This is an optimization exercise on Yosys and OpenROAD, whose aim is small area, a short achievable clock period and few clock cycles, not a production implementation. The RTL was checked by simulation tests, not by an equivalence proof against the original design.

Setup of alpha:
Design rtcconv, start of the top module:
module rtcconv (
    input  wire        clk,
    input  wire        rst,           
    input  wire        bus_wr,
    input  wire        bus_rd,
    input  wire [7:0]  bus_addr,
    input  wire [3:0]  bus_be,
    input  wire [31:0] bus_wdata,
    output reg  [31:0] bus_rdata
);
clock: 100.0 ns
lec_check: 0
abc_area: 1
cap_margin: 20
core_margin: 2
core_utilization: 60
slew_margin: 20
standard.sh (not shown) runs the stock make flow with config.mk's settings and CLKGATE_MAP_FILE= SYNTH_SCRIPT=/design/flow/synth_recipe.tcl, a recipe that flattens the netlist after the stock synthesis.
==> flow/flow/run.sh <==
#!/bin/bash
set -o pipefail
export BUFFER_PORTS_ARGS="-buffer_cell sky130_fd_sc_hd__buf_2"
export SETUP_SLACK_MARGIN=78.7
bash standard.sh > standard.log 2>&1
Testbench counts of alpha, summed over its fixed seeds: cycles 93,191.
The following lists how beta was set up differently from alpha:
==> flow/flow/run.sh <==
#!/bin/bash
set -o pipefail
export BUFFER_PORTS_ARGS="-buffer_cell sky130_fd_sc_hd__buf_2"
bash standard.sh > standard.log 2>&1
--- outcome ---
Going from alpha to beta, the final cycle utilization of the critical path was found to have gone up by 1.6 points.
Diff alpha -> beta | design area | decrease of about 8%
beta vs alpha, total cell area at the placement stage went down by about 0.5%.
Looking at worst setup slack across alpha and beta, the one that comes out higher is alpha.
beta vs. alpha: routed length on met1 went up by about 0.33%.
Looking at shortest period the worst path allows, beta sits above alpha.
Number of signal-net buffers in the layout on beta is down relative to alpha.
[beta] met3 layer usage reported by global route fell 3.2 points relative to alpha
In the tables for alpha and beta, overall routing resource usage reads higher with alpha.
Sequential cell area share was higher in beta than in alpha.
Relative to beta, the following input files were edited for gamma:
==> flow/flow/run.sh <==
#!/bin/bash
set -o pipefail
export BUFFER_PORTS_ARGS="-buffer_cell sky130_fd_sc_hd__buf_2"
export SETUP_SLACK_MARGIN=78.3
export CTS_ARGS="-sink_clustering_enable -repair_clock_nets -dont_use_dummy_load -sink_clustering_size 16 -sink_clustering_max_diameter 100 -buf_list sky130_fd_sc_hd__clkbuf_16"
bash standard.sh > standard.log 2>&1
==> notes.md <==
- Going from beta to gamma, final cell count decreased 27, global-route wire length before repair went down by 2.3%, wire length reported by the detailed router has decreased.
- Capturing element of the worst setup path: bus_rdata[18] -> beta, bus_rdata[5] -> gamma
- gamma: cell count of the worst reg-to-reg path lower than beta
- Final area: gamma vs beta down 230 um2
- The launching element of the worst setup path comes out bus_addr[3] in one run and bus_addr[2] in the other, namely in gamma and beta respectively.
Setup changes, gamma to delta
- changing SLEW_MARGIN from 20 to 65
==> flow/flow/run.sh <==
#!/bin/bash
set -o pipefail
export BUFFER_PORTS_ARGS="-buffer_cell sky130_fd_sc_hd__buf_2"
bash standard.sh > standard.log 2>&1
### Flow results
Looking at the reports, delta completed the entire flow and the layout it produced met the timing, design-rule and antenna checks. Of gamma and delta, gamma shows the higher average wire per standard cell, with delta below it. [compare] base=gamma new=delta: number of nets in the layout did not really move; setup slack decreased by 0.77 ns relative to the old numbers; CTS H-tree depth went up by 1. [compare] base=gamma new=delta: layout buffer count excluding clock buffers now smaller, final cycle utilization of the critical path now larger, data required time at the worst endpoint now larger. Cell with the largest stage delay on the worst path: sky130_fd_sc_hd__nor4_1 -> gamma, sky130_fd_sc_hd__buf_4 -> delta.

## trial 47
Another version of the RTL of rtcconv (not shown whole).
For scale: ~310 flip-flops.
==> flow/config.mk <==
export PLATFORM = sky130hd
export DESIGN_NAME = rtcconv
export DESIGN_NICKNAME = rtcconv
export VERILOG_FILES = /design/flow/design.v
export SDC_FILE = /design/flow/constraint.sdc
export NUM_CORES = 4
export LEC_CHECK = 0
export ABC_AREA = 1
export CAP_MARGIN = 20
export CORE_MARGIN = 2
export CORE_UTILIZATION = 40
export SLEW_MARGIN = 20
==> flow/constraint.sdc <==
create_clock -name core_clock -period 100.0 [get_ports {clk}]
set_input_delay 20.0000 -clock core_clock [delete_from_list [all_inputs] [get_ports {clk}]]
set_output_delay 20.0000 -clock core_clock [all_outputs]
set_load 0.01 [all_outputs]
==> flow/flow/run.sh <==
#!/bin/bash
set -o pipefail
export BUFFER_PORTS_ARGS="-buffer_cell sky130_fd_sc_hd__buf_2"
bash standard.sh > standard.log 2>&1
Trial 47 finished all stages; the layout is clean.
Testbench counts of trial 47, summed over its fixed seeds: cycles 93,191.
The inputs of build 3 differ from those of trial 47 as listed below.
==> flow/run.sh (new file) <==
#!/bin/bash
# synth_recipe.tcl (not shown) runs the flow's synth.tcl, then flattens the netlist and writes it again
# the make line also repeats each setting of config.mk as NAME=value (left out here)
make -C /OpenROAD-flow-scripts/flow DESIGN_CONFIG=/design/flow/config.mk WORK_HOME=/design/flow/orfs CLKGATE_MAP_FILE= SYNTH_SCRIPT=/design/flow/synth_recipe.tcl finish
removed: flow/flow/run.sh
removed: flow/standard.sh
### Flow results
- Compared with trial 47, in build 3 relative area of clock buffers and inverters in the final design decreased 0.36 points, number of levels the H-tree was split into held.
- Sort build 3 and trial 47 by worst hold margin desc -> top: build 3
- Diff trial 47 -> build 3 | overall track demand over capacity in global routing | increase of 0.20 points
- Layout overhead on the synthesized area ends up lower on trial 47.

## v6
rtcconv with an RTL version that a note above also has.
For scale: about 4,600 cells after synthesis, ~80 I/O pins, roughly 33,000 um^2 of cells after synthesis.
export LEC_CHECK = 0
export ABC_AREA = 1
export CAP_MARGIN = 20
export CORE_MARGIN = 2
export CORE_UTILIZATION = 55
export CTS_BUF_LIST = sky130_fd_sc_hd__clkbuf_8
export SLEW_MARGIN = 20
create_clock -name core_clock -period 100.0 [get_ports {clk}]
==> flow/flow/run.sh <==
#!/bin/bash
set -o pipefail
export BUFFER_PORTS_ARGS="-buffer_cell sky130_fd_sc_hd__buf_2"
export SETUP_SLACK_MARGIN=78.3
bash standard.sh > standard.log 2>&1
v6 reached the end of the flow, and the finished layout is clean on the timing, design-rule and antenna checks.
Testbench counts of v6, summed over its fixed seeds: cycles 93,191.
The inputs of v7 differ from those of v6 as listed below.
# v6
export LEC_CHECK = 0
export ABC_AREA = 1
export CAP_MARGIN = 20
export CORE_MARGIN = 2
export CORE_UTILIZATION = 55
export CTS_BUF_LIST = sky130_fd_sc_hd__clkbuf_8
export SLEW_MARGIN = 20
create_clock -name core_clock -period 100.0 [get_ports {clk}]
# v7
export LEC_CHECK = 0
export ABC_AREA = 1
export CAP_MARGIN = 20
export CORE_MARGIN = 2
export CORE_UTILIZATION = 55
export SLEW_MARGIN = 20
create_clock -name core_clock -period 100.0 [get_ports {clk}]
--- a/flow/flow/run.sh
+++ b/flow/flow/run.sh
@@ -3,3 +3,4 @@
 export BUFFER_PORTS_ARGS="-buffer_cell sky130_fd_sc_hd__buf_2"
 export SETUP_SLACK_MARGIN=78.3
+export CTS_ARGS="-sink_clustering_enable -repair_clock_nets -dont_use_dummy_load -sink_clustering_size 16 -sink_clustering_max_diameter 100 -buf_list sky130_fd_sc_hd__clkbuf_16"
 bash standard.sh > standard.log 2>&1
Findings:
Compared with v6, v7 ends up with a smaller final cell area.
Of the two candidates, v6 has the worse global-route wire length before repair and v7 the better one.
Looking at v7 and v6, the final period utilization is a wash.
Comparing v7 with v6, the met1 routing resource usage after global routing came out essentially unchanged.
v7 has via density per instance above what v6 had.
v7 vs v6, via count of the first global-routing pass went down by 308.
Average size of a mapped cell: v7 vs v6 identical
In the flow results for v7 and v6, the total met3 wirelength after detailed routing is larger on v6.
Mean routed wirelength per cell in v7 vs v6: up 1.2%

== yarrow ==
Starting RTL as in the previous note.
// rtcconv
module rtcconv (
    input  wire        clk,
    input  wire        rst,           
    input  wire        bus_wr,
    input  wire        bus_rd,
    input  wire [7:0]  bus_addr,
    input  wire [3:0]  bus_be,
    input  wire [31:0] bus_wdata,
    output reg  [31:0] bus_rdata
);
Settings: LEC_CHECK=0, ABC_AREA=1, CAP_MARGIN=20, CORE_MARGIN=2, CORE_UTILIZATION=50, SLEW_MARGIN=20; clock period 100.0 ns.
==> flow/flow/run.sh <==
#!/bin/bash
set -o pipefail
export BUFFER_PORTS_ARGS="-buffer_cell sky130_fd_sc_hd__buf_2"
export SETUP_SLACK_MARGIN=78.1
bash standard.sh > standard.log 2>&1
yarrow: full flow OK, the timing, design-rule and antenna checks passed
Testbench counts of yarrow, summed over its fixed seeds: cycles 93,191.
Input changes introduced in violet (baseline for comparison: yarrow):
# yarrow
export LEC_CHECK = 0
export ABC_AREA = 1
export CAP_MARGIN = 20
export CORE_MARGIN = 2
export CORE_UTILIZATION = 50
export SLEW_MARGIN = 20
create_clock -name core_clock -period 100.0 [get_ports {clk}]
# violet
export LEC_CHECK = 0
export ABC_AREA = 1
export CAP_MARGIN = 20
export CORE_MARGIN = 2
export CORE_UTILIZATION = 50
export CTS_BUF_LIST = sky130_fd_sc_hd__clkbuf_8
export SLEW_MARGIN = 20
create_clock -name core_clock -period 100.0 [get_ports {clk}]
-- flow/flow/run.sh --
<<< yarrow, line 4
export SETUP_SLACK_MARGIN=78.1
>>> violet, line 4
export SETUP_SLACK_MARGIN=78.2
Findings:
Changes observed in violet relative to yarrow: non-clock buffer count saw a decrease, cell area saw little to no change.
Delta (violet minus yarrow): sequential share of layout area about even, met1 track demand over resource in global routing about even.
Inputs modified between violet and lagoon:
# violet
export LEC_CHECK = 0
export ABC_AREA = 1
export CAP_MARGIN = 20
export CORE_MARGIN = 2
export CORE_UTILIZATION = 50
export CTS_BUF_LIST = sky130_fd_sc_hd__clkbuf_8
export SLEW_MARGIN = 20
create_clock -name core_clock -period 100.0 [get_ports {clk}]
# lagoon
export LEC_CHECK = 0
export ABC_AREA = 1
export CAP_MARGIN = 20
export CORE_MARGIN = 2
export CORE_UTILIZATION = 55
export CTS_BUF_LIST = sky130_fd_sc_hd__clkbuf_8
export SLEW_MARGIN = 20
create_clock -name core_clock -period 100.0 [get_ports {clk}]
-- flow/flow/run.sh --
<<< violet, line 4
export SETUP_SLACK_MARGIN=78.2
>>> lagoon, line 4
export SETUP_SLACK_MARGIN=78.5
Findings:
Taking violet as 1.0, lagoon lands at 1.09 on routed wire length on met3. On quantity of gates resized following cts: between lagoon and violet, it ends up lower for violet. Compared to violet, lagoon has number of cells in the design after placement 91 lower. lagoon vs. violet: fraction of met1 tracks used by global routing saw an increase, ratio of final minimum period to clock period fell 0.33 points, multi-input gate share of the layout cell area shows no meaningful change. violet -> lagoon: synthesized instance count delta 0, exact match. [diff] peak clock frequency supported by timing, lagoon relative to violet: improvement.
--- input diff lagoon..onyx ---
# lagoon
export LEC_CHECK = 0
export ABC_AREA = 1
export CAP_MARGIN = 20
export CORE_MARGIN = 2
export CORE_UTILIZATION = 55
export CTS_BUF_LIST = sky130_fd_sc_hd__clkbuf_8
export SLEW_MARGIN = 20
create_clock -name core_clock -period 100.0 [get_ports {clk}]
# onyx
export LEC_CHECK = 0
export ABC_AREA = 1
export CAP_MARGIN = 20
export CORE_MARGIN = 2
export CORE_UTILIZATION = 55
export SLEW_MARGIN = 20
create_clock -name core_clock -period 100.0 [get_ports {clk}]
-- flow/flow/run.sh --
<<< lagoon, line 4
export SETUP_SLACK_MARGIN=78.5
>>> onyx, line 4
export SETUP_SLACK_MARGIN=78.3
export CTS_ARGS="-sink_clustering_enable -repair_clock_nets -dont_use_dummy_load -sink_clustering_size 20 -sink_clustering_max_diameter 100 -buf_list sky130_fd_sc_hd__clkbuf_16"
Notes after the runs:
- Side by side, combined global-route utilization of all metal layers turned out lower in onyx than in lagoon.
- onyx vs lagoon, start point of the critical path: bus_addr[1] vs bus_addr[5]
- Worst slack at placement: onyx vs lagoon up 530 ps
- [compare] base=lagoon new=onyx: fraction of layout instances using a drive strength above 1 lower, final area went down 920 um^2, utilization lower.
- Final critical-path share of the clock period: onyx vs lagoon, no meaningful difference
- Going from lagoon to onyx, last weighted congestion value of the routability-driven placer shrank by a few percent.
- Relative to lagoon, count of clock-buffer cells in the layout has decreased by 75% in onyx.

re-timing with driven ports:
Ports are ideal in the flow. The routed layouts listed here were re-timed in OpenROAD.
Step 1 sets driving cells, clkbuf_16 on the clock port and buf_2 on the other inputs (assumed; they add their load-dependent delay and slew).
Step 2 moves the port delays by t, midway between the first and last clock arrival at a register: inputs arrive t later, outputs are due t later. That takes back most of the time a late clock gives input paths.
a / b / c = ideal / step 1 / step 2; a / b = the first two.
run	shift t [ns]	setup slack, ns	worst setup path after step 2
alpha	0.635	78.473 / 78.496 / 77.860	input to register
beta	0.649	76.829 / 76.869 / 76.220	input to register
gamma	0.631	78.261 / 78.244 / 77.614	input to register
delta	0.635	77.495 / 77.539 / 76.904	input to register
trial 47	0.633	77.527 / 77.576 / 76.943	input to register
build 3	0.647	76.700 / 76.744 / 76.097	input to register
v6	0.748	78.324 / 78.300 / 77.552	input to register
v7	0.621	78.262 / 78.230 / 77.610	input to register
yarrow	0.656	78.013 / 78.060 / 77.404	input to register
violet	0.771	78.093 / 78.137 / 77.366	input to register
lagoon	0.782	78.424 / 78.436 / 77.654	input to register
onyx	0.599	78.316 / 78.331 / 77.732	input to register
After both steps every run listed still meets setup and hold. The setup slack of v6, which loses most, moves by -0.024 ns with the drivers and by -0.772 ns with both steps.
